From an optimization exercise on the open Yosys and OpenROAD flow, aimed at small area; shortcuts taken in it are not production practice.
Only simulation tests tie the RTL to the original design; equivalence was not proved.
No activity file was given, so power comes from the tool's default toggle rates.

==> flow/run.sh <==
#!/bin/bash
# synth_recipe.tcl (not shown) runs the flow's synth.tcl, then flattens the netlist and writes it again
# the make line also repeats each setting of config.mk as NAME=value (left out here)
make -C /OpenROAD-flow-scripts/flow DESIGN_CONFIG=/design/flow/config.mk WORK_HOME=/design/flow/orfs CLKGATE_MAP_FILE= SYNTH_SCRIPT=/design/flow/synth_recipe.tcl finish
==> flow/config.mk <==
export PLATFORM = sky130hd
export DESIGN_NAME = modbus_responder
export DESIGN_NICKNAME = modbus_responder
export VERILOG_FILES = /design/flow/design.v
export SDC_FILE = /design/flow/constraint.sdc
export NUM_CORES = 4
export LEC_CHECK = 0
export CAP_MARGIN = 20
export CORE_MARGIN = 2
export CORE_UTILIZATION = 40
export PLACE_DENSITY = 0.6
export SLEW_MARGIN = 20
==> flow/constraint.sdc <==
create_clock -name core_clock -period 10.0 [get_ports {clk}]
set_input_delay 2.0000 -clock core_clock [delete_from_list [all_inputs] [get_ports {clk}]]
set_output_delay 2.0000 -clock core_clock [all_outputs]
set_load 0.01 [all_outputs]
==> flow/design.v <==
module modbus_responder (
    input  wire       clk,
    input  wire       rst,         
    input  wire [7:0] dev_addr,    
    input  wire       rx_valid,
    input  wire [7:0] rx_data,
    input  wire       rx_last,
    output wire       rx_ready,
    output wire       tx_valid,
    output wire [7:0] tx_data,
    output wire       tx_last,
    input  wire       tx_ready
);
    localparam integer NREG   = 13;
    localparam integer MAXLEN = 35;    
    localparam [1:0] S_RX    = 2'd0,
                     S_CHECK = 2'd1,
                     S_WRITE = 2'd2,
                     S_TX    = 2'd3;
    localparam [7:0] FN_READ   = 8'h03,
                     FN_SWRITE = 8'h06,
                     FN_MWRITE = 8'h10;
    function [15:0] crc16_byte;
        input [15:0] crc;
        input [7:0]  data;
        integer i;
        reg [15:0] c;
        begin
            c = crc ^ {8'h00, data};
            for (i = 0; i < 8; i = i + 1)
                c = c[0] ? ((c >> 1) ^ 16'hA001) : (c >> 1);
            crc16_byte = c;
        end
    endfunction
    function [15:0] bank_init;
        input integer r;
        begin
            case (r)
                0:  bank_init = 16'd1000;
                1:  bank_init = 16'd2000;
                2:  bank_init = 16'd1001;
                3:  bank_init = 16'd1999;
                4:  bank_init = 16'd2002;
                5:  bank_init = 16'd2400;
                9:  bank_init = 16'd1;
                10: bank_init = 16'd4;
                11: bank_init = 16'd5205;    
                12: bank_init = 16'd17;
                default: bank_init = 16'd0;
            endcase
        end
    endfunction
    reg [1:0]  state;
    reg [15:0] bank [0:NREG-1];
    reg [7:0]  rxbuf [0:MAXLEN-1];
    reg [5:0]  rx_len;         
    reg        rx_ovf;         
    reg [15:0] rx_crc;         
    reg [7:0]  fn;             
    reg [3:0]  r_off;          
    reg [4:0]  r_cnt;          
    reg [3:0]  widx;           
    reg [5:0]  tx_idx;         
    reg [5:0]  tx_len;         
    reg [15:0] tx_crc;         
    wire [15:0] q_off = {rxbuf[2], rxbuf[3]};
    wire [15:0] q_val = {rxbuf[4], rxbuf[5]};      
    wire [7:0]  q_bc  = rxbuf[6];
    wire        len_ok   = !rx_ovf && rx_len >= 6'd4;
    wire        crc_ok   = (rx_crc == 16'h0000);
    wire        addr_ok  = (rxbuf[0] == dev_addr);
    wire        off_ok   = (q_off <= 16'd12);
    wire        span_ok  = (q_val != 16'd0) && off_ok &&
                           ({1'b0, q_off} + {1'b0, q_val} <= 17'd13);
    wire        bc_ok    = ({9'd0, q_bc} == {q_val, 1'b0}) &&
                           ({3'b000, rx_len} == {1'b0, q_bc} + 9'd9);
    wire        is_read   = (rxbuf[1] == FN_READ)   && rx_len == 6'd8 && span_ok;
    wire        is_swrite = (rxbuf[1] == FN_SWRITE) && rx_len == 6'd8 && off_ok;
    wire        is_mwrite = (rxbuf[1] == FN_MWRITE) && rx_len >= 6'd9 && span_ok && bc_ok;
    wire        req_ok = len_ok && crc_ok && addr_ok && (is_read || is_swrite || is_mwrite);
    wire [5:0]  tx_body_len = tx_len - 6'd2;
    wire [5:0]  rd_pos      = tx_idx - 6'd3;             
    wire [3:0]  rd_reg      = r_off + rd_pos[4:1];
    wire [15:0] rd_word     = bank[rd_reg];
    reg  [7:0]  body_byte;
    always @(*) begin
        if (fn == FN_READ) begin
            case (tx_idx)
                6'd0:    body_byte = rxbuf[0];
                6'd1:    body_byte = FN_READ;
                6'd2:    body_byte = {2'b00, r_cnt, 1'b0};
                default: body_byte = rd_pos[0] ? rd_word[7:0] : rd_word[15:8];
            endcase
        end else begin
            body_byte = rxbuf[tx_idx];
        end
    end
    assign rx_ready = (state == S_RX);
    assign tx_valid = (state == S_TX);
    assign tx_data  = (tx_idx < tx_body_len)  ? body_byte :
                      (tx_idx == tx_body_len) ? tx_crc[7:0] : tx_crc[15:8];
    assign tx_last  = (tx_idx == tx_len - 6'd1);
    integer i;
    always @(posedge clk) begin
        if (rst) begin
            state  <= S_RX;
            rx_len <= 6'd0;
            rx_ovf <= 1'b0;
            rx_crc <= 16'hFFFF;
            fn     <= 8'h00;
            r_off  <= 4'd0;
            r_cnt  <= 5'd0;
            widx   <= 4'd0;
            tx_idx <= 6'd0;
            tx_len <= 6'd0;
            tx_crc <= 16'hFFFF;
            for (i = 0; i < NREG; i = i + 1)
                bank[i] <= bank_init(i);
        end else begin
            case (state)
                S_RX: begin
                    if (rx_valid) begin
                        rx_crc <= crc16_byte(rx_crc, rx_data);
                        if (rx_len < MAXLEN) begin
                            rxbuf[rx_len] <= rx_data;
                            rx_len        <= rx_len + 6'd1;
                        end else begin
                            rx_ovf <= 1'b1;
                        end
                        if (rx_last)
                            state <= S_CHECK;
                    end
                end
                S_CHECK: begin
                    fn     <= rxbuf[1];
                    r_off  <= q_off[3:0];
                    r_cnt  <= q_val[4:0];
                    tx_idx <= 6'd0;
                    tx_crc <= 16'hFFFF;
                    widx   <= 4'd0;
                    if (!req_ok) begin
                        state <= S_RX;
                    end else if (is_read) begin
                        tx_len <= 6'd5 + {q_val[4:0], 1'b0};
                        state  <= S_TX;
                    end else if (is_swrite) begin
                        bank[q_off[3:0]] <= q_val;
                        tx_len <= 6'd8;
                        state  <= S_TX;
                    end else begin
                        tx_len <= 6'd8;
                        state  <= S_WRITE;
                    end
                    rx_len <= 6'd0;
                    rx_ovf <= 1'b0;
                    rx_crc <= 16'hFFFF;
                end
                S_WRITE: begin
                    bank[r_off + widx] <= {rxbuf[7 + 2*widx], rxbuf[8 + 2*widx]};
                    widx <= widx + 4'd1;
                    if ({1'b0, widx} == r_cnt - 5'd1)
                        state <= S_TX;
                end
                S_TX: begin
                    if (tx_ready) begin
                        if (tx_idx < tx_body_len)
                            tx_crc <= crc16_byte(tx_crc, body_byte);
                        tx_idx <= tx_idx + 6'd1;
                        if (tx_last)
                            state <= S_RX;
                    end
                end
            endcase
        end
    end
endmodule
==> qor.txt <==
SYNTHESIS
----------------------------------------------------------------------------------------
Mean instance size in the synthesized netlist                                  15.14 um2
Count of yosys warnings during synthesis                                               1
Largest area contributor in the synthesized netlist                             edfxtp_1
Sequential-to-total area share from yosys stat                                    0.5855
Top cells by area, synth                                                    edfxtp_1 54%, mux4_2 18%, dfxtp_1 5.0%, nor2_1 3.5%, ha_1 2.0%
Most frequent cells after synthesis                                         576 x edfxtp_1, 297 x nor2_1, 257 x mux4_2
Async set-reset flop share out of synthesis                                            0
EDFF count, synth                                                                    576
Gate Count Post-Synth                                                               2132
Top flip-flop cell by instance count after synthesis                            edfxtp_1
Number of distinct library cells after synthesis                                      83
Most frequent cell after synthesis                                              edfxtp_1
Share of the synthesized area in the top cell type                                0.5359
Synth Register Bits                                                                  656
Cell area after synthesis                                                      32280 um2

CRITICAL PATH
----------------------------------------------------------------------------------------
Critical path launch point type                                                 register
Data required time of the worst path                                             8.00 ns
CP Capture Type                                                             primary output
Start-to-end type of the worst setup path                                   register to primary output
Critical Path AT                                                                 5.80 ns
Maximum fanout encountered on the critical timing path                                24

DIE
----------------------------------------------------------------------------------------
Count of standard-cell rows                                                          104
Starting utilization of the core area                                             0.4027
Die boundary width                                                              288.1 um
Die height                                                                      288.1 um
DIE AREA                                                                       82980 um2
Core region area                                                               80160 um2
Ports                                                                                 32

STA
----------------------------------------------------------------------------------------
Worst-margin pin slew                                                           1.106 ns
RSZ-0062 raised after global routing                                               false
Setup Total Neg Slack                                                               0 ns
Count of final hold-check violations                                                   0
Worst slew margin relative to its limit                                           0.2625
Count of final setup violators                                                         0
Final worst clock skew                                                        0.04710 ns
Slew Viols, Final                                                                      0
Crit path time final                                                            7.800 ns
Fmax                                                                           128.2 MHz
Final critical-path share of the clock period                                     0.7800

GRT
----------------------------------------------------------------------------------------
Global-route wire length before repair                                         138900 um
Largest net degree at the start of global routing                                     60
Antenna violations before repair                                                       4
Total routing usage reported by global routing                                    0.2332
Met1 layer usage reported by global route                                         0.3189
GR Layer Usage met3                                                              0.05903
Via count of the first global-routing pass                                         19700
Busiest layer in global routing                                                     met2
GR met2 Demand/Resource                                                           0.3673
Remaining Overflow, GRT                                                                0

PLACEMENT
----------------------------------------------------------------------------------------
Port Buffers                                                                          31
HPWL after DPL                                                                  64690 um
Routability congestion estimate                                                   0.9014
Post-DP Area                                                                   33770 um2

DETAILED ROUTING
----------------------------------------------------------------------------------------
Wire length reported by the detailed router                                     96030 um
Detail-routed via count per cell                                                   6.068
Residual DRC count                                                                     0
Total via count after detailed routing                                             20080
Drt first-iter violations                                                           2445
Average detailed-routed wire length per instance                                29.02 um
Number of search-and-repair iterations in the first detailed-routing pass              5
Number of nets with antenna violations after routing                                   0

CLOCK TREE
----------------------------------------------------------------------------------------
Postcts setup bufs                                                                     0
Clock insertion delay at the later pin of the skew report                        0.65 ns
Clock tree from TritonCTS                                                           done
TritonCTS buffer count                                                                75
PostCTS Resize Cnt                                                                     0
Clock slew at the register clock pins of the worst setup and hold paths          0.06 ns
Clock root buffer                                                              clkbuf_16
Number of sinks handled by clock tree synthesis                                      656
Number of levels in the clock H-tree                                                   3
Maximum clock insertion buffer count                                                   3
Number of hold-repair buffers added at the cts stage                                   0

MIN PATH
----------------------------------------------------------------------------------------
Worst Hold Class                                                            register to register

CELLS AND AREA
----------------------------------------------------------------------------------------
Total of fill cells in the finished design                                          7077
Post-layout instance area                                                      36380 um2
Synth-to-Final Area Change                                                        12.69%
Nets                                                                                2263
Share of final-layout standard cells stronger than drive strength 1               0.2122

RUN
----------------------------------------------------------------------------------------
Reported max-cap violation count                                                       0

STATUS
----------------------------------------------------------------------------------------
Outcome                                                                     finished clean

PWR
----------------------------------------------------------------------------------------
Pwr per Cell Area                                                           175.1 nW/um2
Peak ir drop on the vdd network                                                 167.3 uV
Leakage power of the design                                                   0.01188 uW

-- cells by family (layout without fill, tap and decap cells) --
kind of cell / Yosys count / in the layout / synth area share
muxes: 337 / 337 / 0.2109
AOI/OAI and AO/OA: 188 / 188 / 0.03748
adders and majority gates: 55 / 55 / 0.02202
other: 1 / 33 / 0.0001162
buffers and inverters: 191 / 276 / 0.02830
DFF: 656 / 656 / 0.5855
xor gates and xnor gates: 99 / 99 / 0.03047
and+or+nand+nor: 605 / 605 / 0.08528
-- layout make-up --
type	instances	area, um2	share of cell area
diodes	1	2.502	0.00006879
flip-flops and latches	656	18910	0.5198
clock inverters	38	534.3	0.01469
well taps	1060	1326	0.03646
multi-input cells	1316	12640	0.3475
inverters	47	176.4	0.004850
repair buffers	91	745.7	0.02050
clock buffers	100	2042	0.05613
-- worst max-delay path, cell delays in order, from the launching register on --
cell and delay [ns]:
dfxtp_1 0.47, inv_1 0.20, ha_1 0.39, ha_4 0.18
fa_2 1.04, buf_4 0.47, mux4_2 0.35, mux4_2 0.48
a22oi_1 0.46, a31oi_1 0.30, nand2_1 0.16, o21ai_0 0.12
clkdlybuf4s50_1 0.51
-- metal layers --
metal  vias to the layer above  routed length (um)
met2                      1115               45190
met4                         6                2955
met5                         -                  44
met3                       187               10010
li1                       8345                   -
met1                     10430               37830
-- sequential cells by signal, indices dropped and copies added (netlist names), named ones only --
name and count:
rxbuf 320, tx_len 6, rx_ovf 1, tx_crc 16
state 1, r_cnt 5, bank 256, widx 4
rx_crc 16, tx_idx 6, r_off 4, fn 8
rx_len 6
-- worst paths after layout --
kind / slack (ns) / from / to / depth (start not counted)
min: 0.50 / fn[0]$_SDFFE_PP0P_ / fn[0]$_SDFFE_PP0P_ / 2
max: 2.20 / tx_idx[0]$_SDFFE_PP0P_ / tx_data[7] / 12
max reg2reg: 3.93 / tx_idx[0]$_SDFFE_PP0P_ / tx_crc[0]$_SDFFE_PP1P_ / 16
min reg2reg: 0.50 / fn[0]$_SDFFE_PP0P_ / fn[0]$_SDFFE_PP0P_ / 2
-- per-stage QoR --
step	utilization	power (uW)	std cells	setup WS (ns)	hold slack (ns)
global route	0.4538	6550	3308	2.047	0.5218
floorplan	-	3409	2163	4.137	0.4519
global placement	0.4212	3552	3169	2.964	0.4688
finish	0.4538	6370	3309	2.200	0.4985
CTS	0.4534	6403	3307	2.219	0.4919
detailed placement	0.4213	3564	3169	2.877	0.4782
-- where the power goes --
| part | leakage, uW | internal, uW | total (uW) | switching (uW) |
|---|---|---|---|---|
| registers | 0.00596 | 3030 | 3080 | 45.6 |
| clock network | 0.00124 | 1710 | 2860 | 1150 |
| logic | 0.00468 | 187 | 432 | 245 |
-- cell usage in the layout (no fill, tap or decap), drive strengths merged, types with 13 or more instances in the layout --
master         synthesis  layout
o22ai                 22      22
nor3                  28      28
xor2                  44      44
dfxtp                 80      80
ha                    52      52
buf                   52      63
and2                  13      13
nand4                 13      13
conb                   1      32
nor2                 297     297
mux4                 270     270
o21ai                 34      34
xnor2                 54      54
nand2                119     119
nor4                  18      18
clkdlybuf4s50          1      28
mux2i                 62      62
nand3                 20      20
clkbuf                91     100
inv                   47      48
edfxtp               576     576
clkinv                 0      24
nand2b                51      51
a21oi                 59      59

re-timing with driven ports:
The flow's constraints put no driver on any port. The routed layout listed below was extracted and timed again, unchanged, in two steps. Step 1 sets driving cells, clkbuf_16 on the clock port and buf_2 on the other inputs (assumed; they add their load-dependent delay and slew). Step 2 also shifts input and output timing later by t, the mid clock arrival at the registers, as if the neighbouring blocks saw the same clock. Three values: no drivers, after step 1, after step 2; two values: the first two.
t (ns): 0.685
slack for setup (ns): 2.200 / 2.137 / 2.822
worst setup path after step 2: register to output
clock arrival spread, ns: 0.047 / 0.047
After both steps this run still meets setup and hold. The setup slack of this run moves by -0.063 ns with the drivers and by +0.622 ns with both steps.
